This design comes from an exercise in tuning for small area and a short achievable clock period on the open sky130 flow, not from production work. In this exercise RTL edits were held to simulation tests only and were not proved equivalent to the original. Power figures rest on the tool's default switching activity, not on a simulated workload.

## config.mk

```make
export PLATFORM = sky130hd
export DESIGN_NAME = rfid_core
export DESIGN_NICKNAME = rfid_core
export VERILOG_FILES = /design/flow/design.v
export SDC_FILE = /design/flow/constraint.sdc
export NUM_CORES = 4
export LEC_CHECK = 0
export CAP_MARGIN = 20
export CORE_MARGIN = 2
export CORE_UTILIZATION = 35
export SLEW_MARGIN = 20
```

## constraint.sdc

```tcl
create_clock -name core_clock -period 12.0 [get_ports {clk}]
set_input_delay 2.4000 -clock core_clock [delete_from_list [all_inputs] [get_ports {clk}]]
set_output_delay 2.4000 -clock core_clock [all_outputs]
set_load 0.01 [all_outputs]
```

## design.v

```verilog
module rfid_core (
    input  wire        clk,
    input  wire        rst,
    input  wire        tick,
    input  wire        rx,
    input  wire        cancel_in,
    input  wire        bus_valid,
    input  wire        bus_we,
    input  wire [19:0] bus_addr,
    input  wire [31:0] bus_wdata,
    output reg  [31:0] bus_rdata,
    output wire        pin
);
  localparam integer N_MAX = 16;
  reg        mode;
  reg        busy, complete;
  reg [4:0]  count;
  reg [31:0] edge_ticks;
  reg        out_en, mod_level;
  reg [2:0]  c_phase;
  reg        ph_scan, ph_a, ph_b, ph_gap, ph_set;
  reg [4:0]  r_idx, r_len;
  reg [31:0] r_cnt;
  reg        cancelled;
  reg [31:0] pass_count;
  reg [31:0] min_pulse, silence, sane_min, sane_max, gap, settle;
  reg [3:0]  duty_a, duty_b;
  reg [15:0] replay_len;
  reg        rx_q;
  reg [31:0] cap_buf   [0:N_MAX-1];
  reg [31:0] replay_buf[0:N_MAX-1];
  wire replay_busy = ph_scan | ph_a | ph_b | ph_gap | ph_set;
  wire ph_timed    = ph_a | ph_b | ph_gap | ph_set;
  wire [3:0] duty_sel = mod_level ? duty_a : duty_b;
  assign pin = out_en & (mode ? ({1'b0, c_phase} < duty_sel) : mod_level);
  wire [31:0] status = {24'd0, cancel_in, pin, mod_level, out_en, cancelled,
                        replay_busy, complete, busy};
  reg [31:0] reg_rd;
  always @* begin
    case (bus_addr[5:2])
      4'h0: reg_rd = {31'd0, mode};
      4'h2: reg_rd = status;
      4'h3: reg_rd = {27'd0, count};
      4'h4: reg_rd = edge_ticks;
      4'h5: reg_rd = min_pulse;
      4'h6: reg_rd = silence;
      4'h7: reg_rd = sane_min;
      4'h8: reg_rd = sane_max;
      4'h9: reg_rd = gap;
      4'hA: reg_rd = settle;
      4'hB: reg_rd = {20'd0, duty_b, 4'd0, duty_a};
      4'hC: reg_rd = {16'd0, replay_len};
      4'hD: reg_rd = pass_count;
      4'hE: reg_rd = {8'd0, 8'd8, 16'd16};
      default: reg_rd = 32'd0;
    endcase
  end
  wire [31:0] cap_rd = cap_buf[bus_addr[5:2]];
  wire [31:0] rep_rd = replay_buf[bus_addr[5:2]];
  wire word_ok = (bus_addr[1:0] == 2'b00) && (bus_addr[17:6] == 12'd0);
  wire rd_en   = bus_valid && !bus_we && word_ok;
  reg [31:0] rd_val;
  always @* begin
    case (bus_addr[19:18])
      2'b00:   rd_val = reg_rd;
      2'b01:   rd_val = cap_rd;
      2'b10:   rd_val = rep_rd;
      default: rd_val = 32'd0;
    endcase
  end
  always @(posedge clk) begin
    if (rst || !rd_en) bus_rdata <= 32'd0;
    else bus_rdata <= rd_val;
  end
  wire wr_en   = bus_valid && bus_we && word_ok;
  wire a_reg   = wr_en && bus_addr[19:18] == 2'b00;
  wire a_rep   = wr_en && bus_addr[19:18] == 2'b10;
  wire cmd_wr  = a_reg && bus_addr[5:2] == 4'h1 && bus_wdata[31:4] == 28'd0;
  wire c_start = cmd_wr && bus_wdata[3:0] == 4'd1;
  wire c_stop  = cmd_wr && bus_wdata[3:0] == 4'd2;
  wire c_proc  = cmd_wr && bus_wdata[3:0] == 4'd3;
  wire c_emu   = cmd_wr && bus_wdata[3:0] == 4'd4;
  wire c_con   = cmd_wr && bus_wdata[3:0] == 4'd5;
  wire c_coff  = cmd_wr && bus_wdata[3:0] == 4'd6;
  wire c_moda  = cmd_wr && bus_wdata[3:0] == 4'd7;
  wire c_modb  = cmd_wr && bus_wdata[3:0] == 4'd8;
  wire [31:0] d      = replay_buf[r_idx[3:0]];
  wire        lt     = r_idx < r_len;
  wire        set_z  = (settle == 32'd0);
  wire        sane   = (sane_min <= d) && (d <= sane_max) && (d[31:1] != 31'd0);
  wire        s_can  = ph_scan & lt & cancel_in;           
  wire        s_acc  = ph_scan & lt & ~cancel_in & sane;   
  wire        s_skip = ph_scan & lt & ~cancel_in & ~sane;  
  wire        s_end  = ph_scan & ~lt;                      
  wire rb1   = replay_busy & ~(s_can & set_z);
  wire idle1 = ~rb1;
  wire oe1   = out_en & ~s_can;
  wire cmd_ok = idle1;
  wire do_start = c_start & cmd_ok & ~busy;
  wire do_stop  = c_stop  & cmd_ok;
  wire do_emu   = c_emu   & cmd_ok & ~busy & (replay_len <= 16'd16);
  wire do_con   = c_con   & cmd_ok;
  wire do_coff  = c_coff  & cmd_ok;
  wire do_moda  = c_moda  & cmd_ok;
  wire do_modb  = c_modb  & cmd_ok;
  wire cfg_wr   = a_reg & ~busy & idle1;
  wire rep_we   = a_rep & idle1;
  wire proc_ok = busy & (count != 5'd0) & (edge_ticks >= silence);
  wire do_proc = c_proc & cmd_ok & proc_ok;
  wire kill    = do_stop | do_proc;
  wire edge_ev = rx ^ rx_q;
  wire ge_r    = (edge_ticks >= min_pulse);
  wire mp_z    = (min_pulse == 32'd0);
  wire e_run   = edge_ev & busy & ~kill;            
  wire w_run   = e_run & ge_r;                      
  wire w_start = edge_ev & do_start & mp_z;         
  wire cap_full = w_run & (count[3:0] == 4'hF);
  wire [31:0] cap_wdata0 = busy ? edge_ticks : 32'd0;
  wire et_sat = (edge_ticks == 32'hFFFF_FFFF);
  wire [30:0] half   = d[31:1];
  wire        eq_a   = (r_cnt == {1'b0, half});
  wire        eq_b   = (r_cnt == {half, 1'b0});
  wire        eq_g   = (r_cnt == gap) | (gap == 32'd0);   
  wire        eq_s   = (r_cnt == settle);
  wire        a_end  = tick & ph_a & eq_a;
  wire        b_end  = tick & ph_b & eq_b;
  wire        g_end  = tick & ph_gap & eq_g;
  wire        st_end = tick & ph_set & eq_s;
  wire        half1  = (d[31:2] == 30'd0);            
  wire        gap1   = (gap[31:1] == 31'd0);           
  wire        set1   = (settle == 32'd1);
  wire        sa_end = tick & s_acc & half1;           
  wire        se_end = tick & s_end & gap1;            
  wire        sc_end = tick & s_can & set1;            
  wire        ge_any = g_end | se_end;                 
  wire        g_can  = ge_any & cancel_in;             
  wire        g_scan = ge_any & ~cancel_in;            
  reg        mode_n, busy_n, complete_n;
  reg [4:0]  count_n;
  reg        out_en_n, mod_level_n;
  reg [2:0]  c_phase_n;
  reg        ph_scan_n, ph_a_n, ph_b_n, ph_gap_n, ph_set_n;
  reg [4:0]  r_idx_n, r_len_n;
  reg        cancelled_n;
  always @* begin
    busy_n     = busy ? ~kill : do_start;
    complete_n = complete;
    count_n    = count;
    if (do_start) begin
      complete_n = 1'b0;
      count_n    = {4'd0, w_start};
    end
    if (w_run)    count_n    = count + 5'd1;
    if (do_proc)  complete_n = 1'b1;
    if (cap_full) begin
      busy_n     = 1'b0;
      complete_n = 1'b1;
    end
    ph_scan_n = (ph_scan & ~s_can & ~s_acc & ~s_end) | do_emu | b_end | g_scan;
    ph_a_n    = (ph_a & ~a_end) | (s_acc & ~sa_end);
    ph_b_n    = (ph_b & ~b_end) | a_end | sa_end;
    ph_gap_n  = (ph_gap & ~g_end) | (s_end & ~se_end);
    ph_set_n  = (ph_set & ~st_end) | (s_can & ~set_z & ~sc_end) |
                (g_can & ~set_z);
    r_idx_n = r_idx;
    if (s_skip | b_end) r_idx_n = r_idx + 5'd1;
    if (do_emu | g_scan) r_idx_n = 5'd0;
    r_len_n = r_len;
    if (do_emu) r_len_n = replay_len[4:0];
    cancelled_n = cancelled;
    if (s_can) cancelled_n = 1'b1;
    if (do_emu) cancelled_n = 1'b0;
    if (g_can) cancelled_n = 1'b1;
    out_en_n    = out_en;
    mod_level_n = mod_level;
    c_phase_n   = c_phase;
    if (s_acc | (do_start & mode) | do_con) begin
      if (!oe1) c_phase_n = 3'd0;
    end
    if (s_can | s_end | do_stop | do_coff) begin
      out_en_n    = 1'b0;
      mod_level_n = 1'b0;
    end
    if (s_acc | (do_start & mode)) begin
      out_en_n    = 1'b1;
      mod_level_n = 1'b1;
    end
    if (do_con)  out_en_n    = 1'b1;
    if (do_moda) mod_level_n = 1'b1;
    if (do_modb) mod_level_n = 1'b0;
    if (tick & out_en_n) c_phase_n = c_phase_n + 3'd1;
    if (a_end | sa_end) begin
      out_en_n    = 1'b1;
      mod_level_n = 1'b0;
    end
    if (g_can) begin
      out_en_n    = 1'b0;
      mod_level_n = 1'b0;
    end
  end
  always @(posedge clk) begin
    if (rst) begin
      busy       <= 1'b0;
      complete   <= 1'b0;
      count      <= 5'd0;
      out_en     <= 1'b0;
      mod_level  <= 1'b0;
      c_phase    <= 3'd0;
      ph_scan    <= 1'b0;
      ph_a       <= 1'b0;
      ph_b       <= 1'b0;
      ph_gap     <= 1'b0;
      ph_set     <= 1'b0;
      r_idx      <= 5'd0;
      r_len      <= 5'd0;
      cancelled  <= 1'b0;
      rx_q       <= rx;
    end else begin
      busy       <= busy_n;
      complete   <= complete_n;
      count      <= count_n;
      out_en     <= out_en_n;
      mod_level  <= mod_level_n;
      c_phase    <= c_phase_n;
      ph_scan    <= ph_scan_n;
      ph_a       <= ph_a_n;
      ph_b       <= ph_b_n;
      ph_gap     <= ph_gap_n;
      ph_set     <= ph_set_n;
      r_idx      <= r_idx_n;
      r_len      <= r_len_n;
      cancelled  <= cancelled_n;
      rx_q       <= rx;
    end
  end
  wire et_clr = rst | e_run | do_start;
  always @(posedge clk)
    edge_ticks <= et_clr ? {31'd0, tick & ~rst}
                         : edge_ticks + {31'd0, tick & ~et_sat};
  always @(posedge clk)
    r_cnt <= g_can ? 32'd1 : ph_scan ? {30'd0, tick, ~tick} :
             r_cnt + {31'd0, tick};
  wire pc_clr = rst | do_emu;
  wire pc_inc = s_end & (pass_count != 32'hFFFF_FFFF);
  always @(posedge clk)
    pass_count <= pc_clr ? 32'd0 : pass_count + {31'd0, pc_inc};
  wire [3:0] cfg_slot = bus_addr[5:2];
  wire ld_mode = rst | (cfg_wr & cfg_slot == 4'h0);
  wire ld_minp = rst | (cfg_wr & cfg_slot == 4'h5);
  wire ld_sil  = rst | (cfg_wr & cfg_slot == 4'h6);
  wire ld_smin = rst | (cfg_wr & cfg_slot == 4'h7);
  wire ld_smax = rst | (cfg_wr & cfg_slot == 4'h8);
  wire ld_gap  = rst | (cfg_wr & cfg_slot == 4'h9);
  wire ld_set  = rst | (cfg_wr & cfg_slot == 4'hA);
  wire ld_duty = rst | (cfg_wr & cfg_slot == 4'hB);
  wire ld_rlen = rst | (cfg_wr & cfg_slot == 4'hC);
  always @(posedge clk) begin
    if (ld_mode) mode       <= rst ? 1'b0          : bus_wdata[0];
    if (ld_minp) min_pulse  <= rst ? 32'd100       : bus_wdata;
    if (ld_sil)  silence    <= rst ? 32'd20000     : bus_wdata;
    if (ld_smin) sane_min   <= rst ? 32'd100       : bus_wdata;
    if (ld_smax) sane_max   <= rst ? 32'd50000     : bus_wdata;
    if (ld_gap)  gap        <= rst ? 32'd10000     : bus_wdata;
    if (ld_set)  settle     <= rst ? 32'd200000    : bus_wdata;
    if (ld_duty) begin
      duty_a <= rst ? 4'd4 : bus_wdata[3:0];
      duty_b <= rst ? 4'd0 : bus_wdata[11:8];
    end
    if (ld_rlen) replay_len <= rst ? 16'd0 : bus_wdata[15:0];
  end
  genvar gi;
  generate
    for (gi = 1; gi < N_MAX; gi = gi + 1) begin : g_cap
      always @(posedge clk)
        if (!rst && w_run && count[3:0] == gi) cap_buf[gi] <= edge_ticks;
    end
  endgenerate
  always @(posedge clk) begin
    if (!rst && ((w_run && count[3:0] == 4'd0) || w_start)) cap_buf[0] <= cap_wdata0;
    if (!rst && rep_we) replay_buf[bus_addr[5:2]] <= bus_wdata;
  end
endmodule
```

## flow/run.sh

```bash
#!/bin/bash
set -euo pipefail
MARGIN=$(cat flow/margin.txt)
bash standard.sh SETUP_SLACK_MARGIN=$MARGIN finish > make_finish.log 2>&1
```

## flow/margin.txt

```
7
```

## standard.sh

```bash
#!/bin/bash
# synth_recipe.tcl (not shown) runs the flow's synth.tcl, then flattens the netlist and writes it again
# the make line also repeats each setting of config.mk as NAME=value (left out here)
make -C /OpenROAD-flow-scripts/flow DESIGN_CONFIG=/design/flow/config.mk WORK_HOME=/design/flow/orfs CLKGATE_MAP_FILE= SYNTH_SCRIPT=/design/flow/synth_recipe.tcl "${@:-finish}"
```

==> results of run 1 <==
[flip-flops by register name, indices dropped and copies added (netlist names), 3 cells and up, named ones only]
signal,cells
r_len,5
sane_max,32
c_phase,3
min_pulse,32
r_idx,5
bus_rdata,32
count,5
gap,32
duty_b,4
silence,32
settle,32
duty_a,4
replay_len,16
r_cnt,32
edge_ticks,32
replay_buf,512
sane_min,32
cap_buf,512
pass_count,32
[report_power, final]
| group | switching [mW] | total, mW | internal, mW | leakage, nW |
|---|---|---|---|---|
| clock network | 1.95 | 4.60 | 2.65 | 2.35 |
| registers | 0.134 | 5.50 | 5.36 | 13.7 |
| logic | 0.342 | 0.539 | 0.198 | 9.10 |
[metrics by stage]
| stage | std cells | cell area, sq um | hold slack [ps] |
|---|---|---|---|
| finish | 6831 | 73400 | 469.2 |
| global route | 6829 | 73390 | 500.0 |
| CTS | 6812 | 72850 | 466.5 |
| detailed placement | 6508 | 67330 | 457.3 |
| global placement | 6508 | 67330 | 461.0 |
| floorplan | 4194 | 63530 | 432.6 |
[kinds of logic after synthesis]
| group | count (synthesis) | synth area share [%] |
|---|---|---|
| compound gates | 725 | 8.448 |
| xor+xnor | 216 | 2.999 |
| fa+ha+maj | 146 | 2.895 |
| buf+inv | 411 | 2.685 |
| flops | 1402 | 64.17 |
| mux | 345 | 10.96 |
| simple gates | 949 | 7.839 |
[what timing repair did]
action | CTS | global route
buffers inserted | 25 | 13
cloned | 4 | 4
gates resized for setup | 120 | 93
pin swaps | 12 | 8
endpoints found under the setup margin | 1366 | 765
[cells in the mapped netlist (13+ instances only)]
library cell,count
a21o_1,33
a21oi_1,113
a221oi_1,63
a22o_1,46
a22oi_1,285
a31oi_1,31
and2_1,37
and3_1,28
and4_1,15
buf_1,32
buf_2,16
clkbuf_1,188
dfxtp_1,161
edfxtp_1,1241
ha_1,146
inv_1,149
mux2_2,13
mux2i_1,56
mux4_2,273
nand2_1,192
nand2b_1,21
nand3_1,95
nand4_1,127
nor2_1,175
nor2b_1,83
nor3_1,51
nor4_1,55
o21ai_0,39
o221ai_1,35
or2_2,22
xnor2_1,142
xor2_1,74
[path summary, 6_finish.rpt]
check,end
max,replay_buf[13][17]
min reg2reg,ph_set
min,ph_set
max reg2reg,c_phase[2]
[per-layer routing]
metal	routed length, um	vias to the layer above	GRT usage, %	part of all wire (%)
li1	-	17070	-	-
met1	87260	21410	31.34	40
met2	101300	2411	36.61	46
met3	21440	447	4.806	9.7
met4	10290	6	10.12	4.7
met5	35	-	0	0.016
[worst reg2reg max path: cells and delay by family (launching register included)]
family / cells / cell delay [ps]
simple gates: 8 / 1780
buf+inv: 3 / 590
compound gates: 7 / 1390
flops: 1 / 420
fa+ha+maj: 2 / 530
[cell type report]
type,instances,share of cell area [%]
Sequential cell,1402,55.19
Multi-Input combinational cell,2382,29.78
Clock buffer,208,5.689
Tap cell,2355,4.015
Timing Repair Buffer,260,3.638
Clock inverter,67,0.8847
Inverter,155,0.7995
Antenna cell,2,0.006819
[layout by cell type, fill, tap and decap left out, types with 17 or more instances in the layout]
master           synthesis  layout
o21ai_0                 39      36
clkbuf_16                0     157
nand3_1                 95      94
edfxtp_1              1241    1241
and3_1                  28      28
nor4_1                  55      46
a21oi_1                113     104
mux2i_1                 56      46
nor2_4                   0      19
xnor2_1                142     142
a21o_1                  33      33
nor2_1                 175     156
nand4_1                127     127
o221ai_1                35      34
nor3_1                  51      25
a22o_1                  46      46
xor2_1                  74      74
buf_4                    7     113
nand2_1                192     183
ha_1                   146     146
dfxtp_1                161     156
or2_2                   22      21
clkdlybuf4s50_1          0      61
inv_1                  149     149
and2_1                  37      36
clkinv_1                 0      19
clkinv_2                 0      20
a31oi_1                 31      30
mux4_2                 273     273
buf_6                   11      29
clkbuf_8                 0      17
nor3_4                   0      20
nor2b_1                 83      73
a221oi_1                63      58
clkbuf_1               188      41
a22oi_1                285     284
==> run notes, run 1 <==
Yosys warnings=2; H-tree depth=4; Hold Crit Start=ph_set; Synth area leaders=edfxtp_1 59%, mux4_2 9.7%, dfxtp_1 5.1%; status=timing/DRC/antenna clean; Remaining DRCs=0; peak supply drop=0.0001454 V; GRT Total Usage=23.32%; max frequency=199.6 MHz; top cell type's share of synthesized area=59.07%; vias per cell=6.053; vias in the first global route=40210; Die Ht=428.6 um; IO Pins=92; later-pin clock latency in the skew report=800 ps; die width=428.6 um; worst path cell trace=clkdlybuf4s50_1 -> nand2_1 -> a311oi_1 -> a21oi_1 -> or2_4 -> nand3b_1 -> buf_4 -> nor3_4 -> buf_8; post-synthesis cell count=4194; Tmin final=5010 ps; nets@finish=4556; Multi-input gate area=21860 sq um; DP HPWL=138.6 mm; TritonCTS Sinks=1402; fillers=16170; critical path's top delay family=buffers and inverters; setup TNS=0 ps; Die Area=183700 sq um; Post-Syn Area=63090 sq um; first-pass GRT wire length=307.3 mm; global placer's final weighted congestion=0.9652; number of synthesized flops with an enable pin=1241; flops & latches, synth=1402; CP Depth=9; pwr dens=144.9 nW/um^2; critical path startpoint=cancel_in; leading area contributor after synthesis=edfxtp_1; RSZ-0062 raised after global routing=true; crit path DAT=5430 ps; asr flop ratio synth=0%; Congestion Overflow GR=0; sequential fraction of the synthesis area=64.17%; HP Class=flop to flop; CP max stage cell=clkdlybuf4s50_1; clock skew=28.98 ps; Final Setup Violations=0; crit-path max cell delay=660 ps; Tot Pwr=10.64 mW; post-detailed-route wirelength per cell=32.26 um; pre-CTS setup slack=4840 ps; Max-slew headroom=23.42%; layout cells sized above 1=19.16%; worst hold stages=2; DRT iter0 DRCs=5669; Core ar.=178800 sq um; maximum number of pins on one net before global-route repair=90; Clock Pin Slew Worst Setup and Hold Paths=70 ps; CTS Buffer Depth=3; cts hold-fix bufs=0; initial antenna violation count=9; CTS buffer count=150; Storage cell area=40510 sq um; Setup crit end kind=flop; Leakage=25.16 nW; post-synthesis cell type count=86; Final WS setup=6990 ps; Register-to-Register Setup Slack=7150 ps; MaxCap Viol Count=0; Synth Flop Type=edfxtp_1; FF-to-FF path depth=20; post-route ant nets=0; Fin. Hold Viols=0; Final Max Slew Viols=0; IO buf count=91; Syn Area/Cell=15.04 sq um; worst path bufs/invs=3; startpoint types=input port; Total Wirelength=220.3 mm; critical path peak fanout=32; Synth Net Count=4399; Synth-to-Final Area Change=16.33%; Critical Path RT=12420 ps; Pre-Repair DR Iteration Count=6; Rows=155; Setup CP Type=input port to flop; Worst-Margin Slew=1149 ps; root buf cell=clkbuf_16; total number of vias=41350; Core Util, Final=41.05%; fin crit share=41.75%; CTS tree=built; Initial Util=35.28%
==> inputs of run 2 (changes only) <==
--- a/design.v
+++ b/design.v
@@ -31,8 +31,8 @@
   reg [31:0] replay_buf[0:N_MAX-1];
   wire replay_busy = ph_scan | ph_a | ph_b | ph_gap | ph_set;
   wire ph_timed    = ph_a | ph_b | ph_gap | ph_set;
-  wire [3:0] duty_sel = mod_level ? duty_a : duty_b;
-  assign pin = out_en & (mode ? ({1'b0, c_phase} < duty_sel) : mod_level);
+  reg lt_a, lt_b;
+  assign pin = out_en & (mode ? (mod_level ? lt_a : lt_b) : mod_level);
   wire [31:0] status = {24'd0, cancel_in, pin, mod_level, out_en, cancelled,
                         replay_busy, complete, busy};
   reg [31:0] reg_rd;
@@ -89,8 +89,7 @@
   wire        set_z  = (settle == 32'd0);
   wire        sane   = (sane_min <= d) && (d <= sane_max) && (d[31:1] != 31'd0);
   wire        s_can  = ph_scan & lt & cancel_in;           
-  wire        s_acc  = ph_scan & lt & ~cancel_in & sane;   
-  wire        s_skip = ph_scan & lt & ~cancel_in & ~sane;  
+  wire        s_step = ph_scan & lt & ~cancel_in;          
   wire        s_end  = ph_scan & ~lt;                      
   wire rb1   = replay_busy & ~(s_can & set_z);
   wire idle1 = ~rb1;
@@ -129,7 +128,7 @@
   wire        half1  = (d[31:2] == 30'd0);            
   wire        gap1   = (gap[31:1] == 31'd0);           
   wire        set1   = (settle == 32'd1);
-  wire        sa_end = tick & s_acc & half1;           
+  wire        sa1    = tick & half1;                   
   wire        se_end = tick & s_end & gap1;            
   wire        sc_end = tick & s_can & set1;            
   wire        ge_any = g_end | se_end;                 
@@ -156,14 +155,14 @@
       busy_n     = 1'b0;
       complete_n = 1'b1;
     end
-    ph_scan_n = (ph_scan & ~s_can & ~s_acc & ~s_end) | do_emu | b_end | g_scan;
-    ph_a_n    = (ph_a & ~a_end) | (s_acc & ~sa_end);
-    ph_b_n    = (ph_b & ~b_end) | a_end | sa_end;
+    ph_scan_n = (ph_scan & ~s_can & ~s_end) | do_emu | b_end | g_scan;
+    ph_a_n    = ph_a & ~a_end;
+    ph_b_n    = (ph_b & ~b_end) | a_end;
     ph_gap_n  = (ph_gap & ~g_end) | (s_end & ~se_end);
     ph_set_n  = (ph_set & ~st_end) | (s_can & ~set_z & ~sc_end) |
                 (g_can & ~set_z);
     r_idx_n = r_idx;
-    if (s_skip | b_end) r_idx_n = r_idx + 5'd1;
+    if (b_end) r_idx_n = r_idx + 5'd1;
     if (do_emu | g_scan) r_idx_n = 5'd0;
     r_len_n = r_len;
     if (do_emu) r_len_n = replay_len[4:0];
@@ -174,14 +173,14 @@
     out_en_n    = out_en;
     mod_level_n = mod_level;
     c_phase_n   = c_phase;
-    if (s_acc | (do_start & mode) | do_con) begin
+    if ((do_start & mode) | do_con) begin
       if (!oe1) c_phase_n = 3'd0;
     end
     if (s_can | s_end | do_stop | do_coff) begin
       out_en_n    = 1'b0;
       mod_level_n = 1'b0;
     end
-    if (s_acc | (do_start & mode)) begin
+    if (do_start & mode) begin
       out_en_n    = 1'b1;
       mod_level_n = 1'b1;
     end
@@ -189,7 +188,7 @@
     if (do_moda) mod_level_n = 1'b1;
     if (do_modb) mod_level_n = 1'b0;
     if (tick & out_en_n) c_phase_n = c_phase_n + 3'd1;
-    if (a_end | sa_end) begin
+    if (a_end) begin
       out_en_n    = 1'b1;
       mod_level_n = 1'b0;
     end
@@ -198,6 +197,36 @@
       mod_level_n = 1'b0;
     end
   end
+  wire       wr_duty = cfg_wr & (bus_addr[5:2] == 4'hB);
+  wire       z_cp    = ((do_start & mode) | do_con) & ~oe1;
+  wire       oe_pre  = ((do_start & mode) | do_con) ? 1'b1 :
+                       (s_can | s_end | do_stop | do_coff) ? 1'b0 : out_en;
+  wire       inc_cp  = tick & oe_pre;
+  wire [2:0] c_p1    = c_phase + 3'd1;
+  wire       la_reg  = z_cp ? (inc_cp ? (duty_a > 4'd1) : (duty_a != 4'd0))
+                            : (inc_cp ? ({1'b0, c_p1} < duty_a)
+                                      : ({1'b0, c_phase} < duty_a));
+  wire       lb_reg  = z_cp ? (inc_cp ? (duty_b > 4'd1) : (duty_b != 4'd0))
+                            : (inc_cp ? ({1'b0, c_p1} < duty_b)
+                                      : ({1'b0, c_phase} < duty_b));
+  wire [2:0] c_wr    = (tick & out_en & ~s_can) ? c_p1 : c_phase;
+  wire       lt_an   = wr_duty ? ({1'b0, c_wr} < bus_wdata[3:0])  : la_reg;
+  wire       lt_bn   = wr_duty ? ({1'b0, c_wr} < bus_wdata[11:8]) : lb_reg;
+  wire [2:0] c_acc  = (out_en ? c_phase : 3'd0) + {2'd0, tick};
+  wire [2:0] c_skip = c_phase + {2'd0, tick & out_en};
+  wire       sel_a  = s_step & sane;
+  wire       sel_k  = s_step & ~sane;
+  wire       ph_scan_f = s_step ? ~sane : ph_scan_n;
+  wire       ph_a_f    = s_step ? (sane & ~sa1) : ph_a_n;
+  wire       ph_b_f    = s_step ? (sane & sa1) : ph_b_n;
+  wire [4:0] r_idx_f   = sel_k ? r_idx + 5'd1 : sel_a ? r_idx : r_idx_n;
+  wire       out_en_f  = sel_a ? 1'b1 : sel_k ? out_en : out_en_n;
+  wire       mod_lvl_f = sel_a ? ~sa1 : sel_k ? mod_level : mod_level_n;
+  wire [2:0] c_phase_f = sel_a ? c_acc : sel_k ? c_skip : c_phase_n;
+  wire       lt_a_f    = sel_a ? ({1'b0, c_acc} < duty_a) :
+                         sel_k ? ({1'b0, c_skip} < duty_a) : lt_an;
+  wire       lt_b_f    = sel_a ? ({1'b0, c_acc} < duty_b) :
+                         sel_k ? ({1'b0, c_skip} < duty_b) : lt_bn;
   always @(posedge clk) begin
     if (rst) begin
       busy       <= 1'b0;
@@ -206,6 +235,8 @@
       out_en     <= 1'b0;
       mod_level  <= 1'b0;
       c_phase    <= 3'd0;
+      lt_a       <= 1'b1;
+      lt_b       <= 1'b0;
       ph_scan    <= 1'b0;
       ph_a       <= 1'b0;
       ph_b       <= 1'b0;
@@ -219,15 +250,17 @@
       busy       <= busy_n;
       complete   <= complete_n;
       count      <= count_n;
-      out_en     <= out_en_n;
-      mod_level  <= mod_level_n;
-      c_phase    <= c_phase_n;
-      ph_scan    <= ph_scan_n;
-      ph_a       <= ph_a_n;
-      ph_b       <= ph_b_n;
+      out_en     <= out_en_f;
+      mod_level  <= mod_lvl_f;
+      c_phase    <= c_phase_f;
+      lt_a       <= lt_a_f;
+      lt_b       <= lt_b_f;
+      ph_scan    <= ph_scan_f;
+      ph_a       <= ph_a_f;
+      ph_b       <= ph_b_f;
       ph_gap     <= ph_gap_n;
       ph_set     <= ph_set_n;
-      r_idx      <= r_idx_n;
+      r_idx      <= r_idx_f;
       r_len      <= r_len_n;
       cancelled  <= cancelled_n;
       rx_q       <= rx;
==> flow/run.sh (replaced) <==
#!/bin/bash
# The standard layout (standard.sh, standard synthesis) with different
# settings for some steps:
#  - timing repair aims at a setup margin of 7.5 ns (SETUP_SLACK_MARGIN)
#  - every port gets a buf_4 as its port buffer
#  - clock tree: clkbuf_8 buffers under a clkbuf_16 root, no dummy loads
# The make output goes to make_finish.log; each step's own log stays under
# orfs/logs/.
set -euo pipefail
bash standard.sh \
  SETUP_SLACK_MARGIN=7.5 \
  "BUFFER_PORTS_ARGS=-buffer_cell sky130_fd_sc_hd__buf_4" \
  "CTS_ARGS=-sink_clustering_enable -repair_clock_nets -dont_use_dummy_load -buf_list sky130_fd_sc_hd__clkbuf_8 -root_buf sky130_fd_sc_hd__clkbuf_16" \
  finish > make_finish.log 2>&1
removed: flow/margin.txt
==> run 2 against run 1 <==
Against the previous run: still clean; clock power fell by 27%; first-iteration DRC count up 11%; sequential share of layout area decreased by 0.23 points; sequential power is essentially flat; combinational power increased by 7.8%; power down 11%.
==> run notes, run 2 <==
status=timing/DRC/antenna clean; asr flop ratio synth=0% (unchanged); pwr dens=128.3 nW/um^2 (-11%); Critical Path RT=12520 ps (+100 ps); worst hold stages=2 (unchanged); cts hold-fix bufs=0 (unchanged); Multi-input gate area=22810 sq um (+4.4%); Final Setup Violations=0 (unchanged); Congestion Overflow GR=0 (unchanged); Storage cell area=40550 sq um (+0.11%); Min Hold Slack=503.2 ps (+33.98 ps); flops & latches, synth=1404 (+0.14%); later-pin clock latency in the skew report=820 ps (+20 ps); count leader, synth=edfxtp_1; Hold Path End=r_idx[4]; DP HPWL=140.6 mm (+1.4%); clock skew=108.5 ps (+79.53 ps); setup TNS=0 ps (unchanged); most common cell after layout, fill and taps aside=edfxtp_1; dpl cell area=67560 sq um (+0.34%); sequential fraction of the synthesis area=63.69% (-0.48 points); FF-to-FF path depth=12 (-40%); RSZ-0062 raised after global routing=true; worst flop-to-flop path endpoint=cap_buf[11][2]; Syn Area/Cell=15.01 sq um (-0.24%); Setup crit end kind=flop; number of synthesized flops with an enable pin=1241 (unchanged); critical path peak fanout=19 (-41%); Final Max Slew Viols=0 (unchanged); first-pass GRT wire length=321.6 mm (+4.6%); Yosys warnings=2 (unchanged); initial antenna violation count=12 (+3); H-tree depth=4 (unchanged); crit path DAT=5310 ps (-120 ps); Final WS setup=7218 ps (+228.2 ps); vias in the first global route=42050 (+4.6%); CTS tree=built; worst path cell trace=buf_6 -> nor4_4 -> buf_4 -> nand4_1 -> nor4_4 -> o2111ai_4 -> nor2_2 -> a31o_2 -> or3_4 -> buf_12 -> nor2_4 -> buf_12 -> and3_4 -> buf_12; Pre-Repair DR Iteration Count=7 (+1); peak supply drop=0.0001261 V (-13%); crit-path max cell delay=470 ps (-190 ps); Core Util, Final=40.82% (-0.22 points); fillers=16340 (+1.0%); TritonCTS Sinks=1404 (+0.14%); post-detailed-route wirelength per cell=33.53 um (+3.9%); root buf cell=clkbuf_16; Worst-Margin Slew=993.7 ps (-154.9 ps); DRT iter0 DRCs=6291 (+11%); Critical R2R Launch=edge_ticks[6]; Post-Syn Area=63630 sq um (+0.86%); Clock Pin Slew Worst Setup and Hold Paths=50 ps (-20 ps); IO buf count=91 (unchanged); maximum number of pins on one net before global-route repair=70 (-22%); fin crit share=39.85% (-1.9 points); Post-synth top cells=1241 x edfxtp_1, 291 x a22oi_1, 287 x mux4_2; Rows=156 (+0.65%); Synth area leaders=edfxtp_1 59%, mux4_2 10%, dfxtp_1 5.1%; vias per cell=6.194 (+2.3%); post-synthesis cell count=4240 (+1.1%); post-route ant nets=0 (unchanged); total number of vias=42930 (+3.8%); Register-to-Register Setup Slack=7370 ps (+220 ps); GRT Total Usage=24.40% (+1.1 points); Synth-to-Final Area Change=15.96%; Tmin final=4782 ps (-228.2 ps); final instance area=73790 sq um (+0.53%); CP max stage cell=nor4_4; Initial Util=35.21% (-0.078 points); Remaining DRCs=0 (unchanged); Leakage=25.39 nW (+0.91%); cell mode on critical path=buf_12; CTS buffer count=225 (+50%); placed insts=6557 (+0.75%); Synth Net Count=4468 (+1.6%); Core ar.=180700 sq um (+1.1%); Fin. Hold Viols=0 (unchanged); non-filler cells in the finished layout=6930 (+1.4%); leading area contributor after synthesis=edfxtp_1; Max-slew headroom=33.66% (+10 points); CTS Buffer Depth=3 (unchanged); top cell type's share of synthesized area=58.56% (-0.50 points); Tot Pwr=9.469 mW (-11%); layout cells sized above 1=22.74% (+3.6 points); MaxCap Viol Count=0 (unchanged); global placer's final weighted congestion=0.9638 (-0.15%); Synth Flop Type=edfxtp_1; die width=430.4 um (+0.42%); nets@finish=4785 (+5.0%); Setup CP Type=input port to flop; Die Area=185200 sq um (+0.85%); max frequency=209.1 MHz (+4.8%); Hold Crit Start=r_idx[4]; Total Wirelength=232.3 mm (+5.4%); pre-CTS setup slack=5431 ps (+590.7 ps); post-synthesis cell type count=81 (-5.8%); Die Ht=430.4 um (+0.42%); HP Class=flop to flop; IO Pins=92 (unchanged); most frequent cells in the layout=1241 x edfxtp_1, 291 x a22oi_1, 287 x mux4_2, 224 x clkbuf_8, 173 x nor2_1; startpoint types=input port
[run 2: how the worst max path moves through the flow]
stage	from	endpoint	slack [ps]	depth (start not counted)
6_report	bus_wdata[23]	cap_buf[1][20]	7220	14
5_1_grt	cancel_in	cap_buf[11][13]	7300	13
4_1_cts	bus_wdata[30]	cap_buf[0][27]	7400	12
3_5_place_dp	flop	r_idx[3]	5430	15
3_3_place_gp	flop	flop	5520	15
2_1_floorplan	cancel_in	replay_buf[1][0]	6450	7
[run 2: cells by family after synthesis]
logic type	Yosys count	synth area share (%)
flip-flops	1404	63.69
adder cells (fa/ha/maj)	169	3.323
AND/OR/NAND/NOR	941	7.661
AO/OA/AOI/OAI	757	8.646
buffers and inverters	403	2.546
XOR/XNOR	223	3.069
multiplexers	343	11.06
[run 2: per-layer routing]
metal  wire length [um]  track usage (%)  share of wire [%]
met2             108300            38.82                 47
met1              87020            31.68                 37
met5                 26                0              0.011
met3              24720            5.664                 11
met4              12270            11.30                5.3
[run 2: worst max-delay path: cells and delay by family]
family	cells	cell delay, ps
AO/OA/AOI/OAI	2	430
buffers and inverters	5	800
AND/OR/NAND/NOR	7	1660
[run 2: power breakdown]
part | switching [mW] | internal, mW | total (mW)
clock | 1.74 | 1.64 | 3.38
sequential | 0.135 | 5.37 | 5.51
combinational | 0.360 | 0.221 | 0.581
total | 2.23 | 7.24 | 9.47
[run 2: what timing repair did]
action                      CTS  global route
cloned                       37             4
pin swaps                    51            19
buffers inserted             84            18
gates resized for setup     233            52
setup endpoints to repair  1389          1297
[run 2: layout make-up]
class                      instances  share of cell area [%]
tap                             2370                   4.019
inverter                         159                  0.8105
sequential                      1404                   54.95
timing repair buffer             306                   5.072
multi-input combinational       2461                   30.92
antenna                            5                 0.01696
clock buffer                     225                   4.212

[re-timing with driven ports]
The results above use ideal ports. As a check the final layouts listed here were re-extracted and re-timed, cells and wires unchanged. Step 1, drivers: a clkbuf_16 drives clk and a buf_2 each remaining input, both assumed. Step 2, shift: input delay + t, output delay - t, t = (earliest + latest rising clock arrival at the registers) / 2. This alone moves slack from input paths to output paths. a / b / c = no drivers / after step 1 / after step 2; a / b = the first two.
| run | t (ns) | slack for setup (ns) | worst hold slack (ns) | worst register clock-pin slew, ns | pins driven straight from the clock port |
|---|---|---|---|---|---|
| run 1 | 0.867 | 6.990 / 6.895 / 6.028 | 0.469 / 0.469 / 0.469 | 0.07 / 0.07 | 1 |
| run 2 | 0.840 | 7.218 / 7.036 / 6.196 | 0.503 / 0.503 / 0.503 | 0.07 / 0.07 | 1 |
After both steps every run listed still meets setup and hold. The setup slack of run 2, which loses most, moves by -0.182 ns with the drivers and by -1.022 ns with both steps.
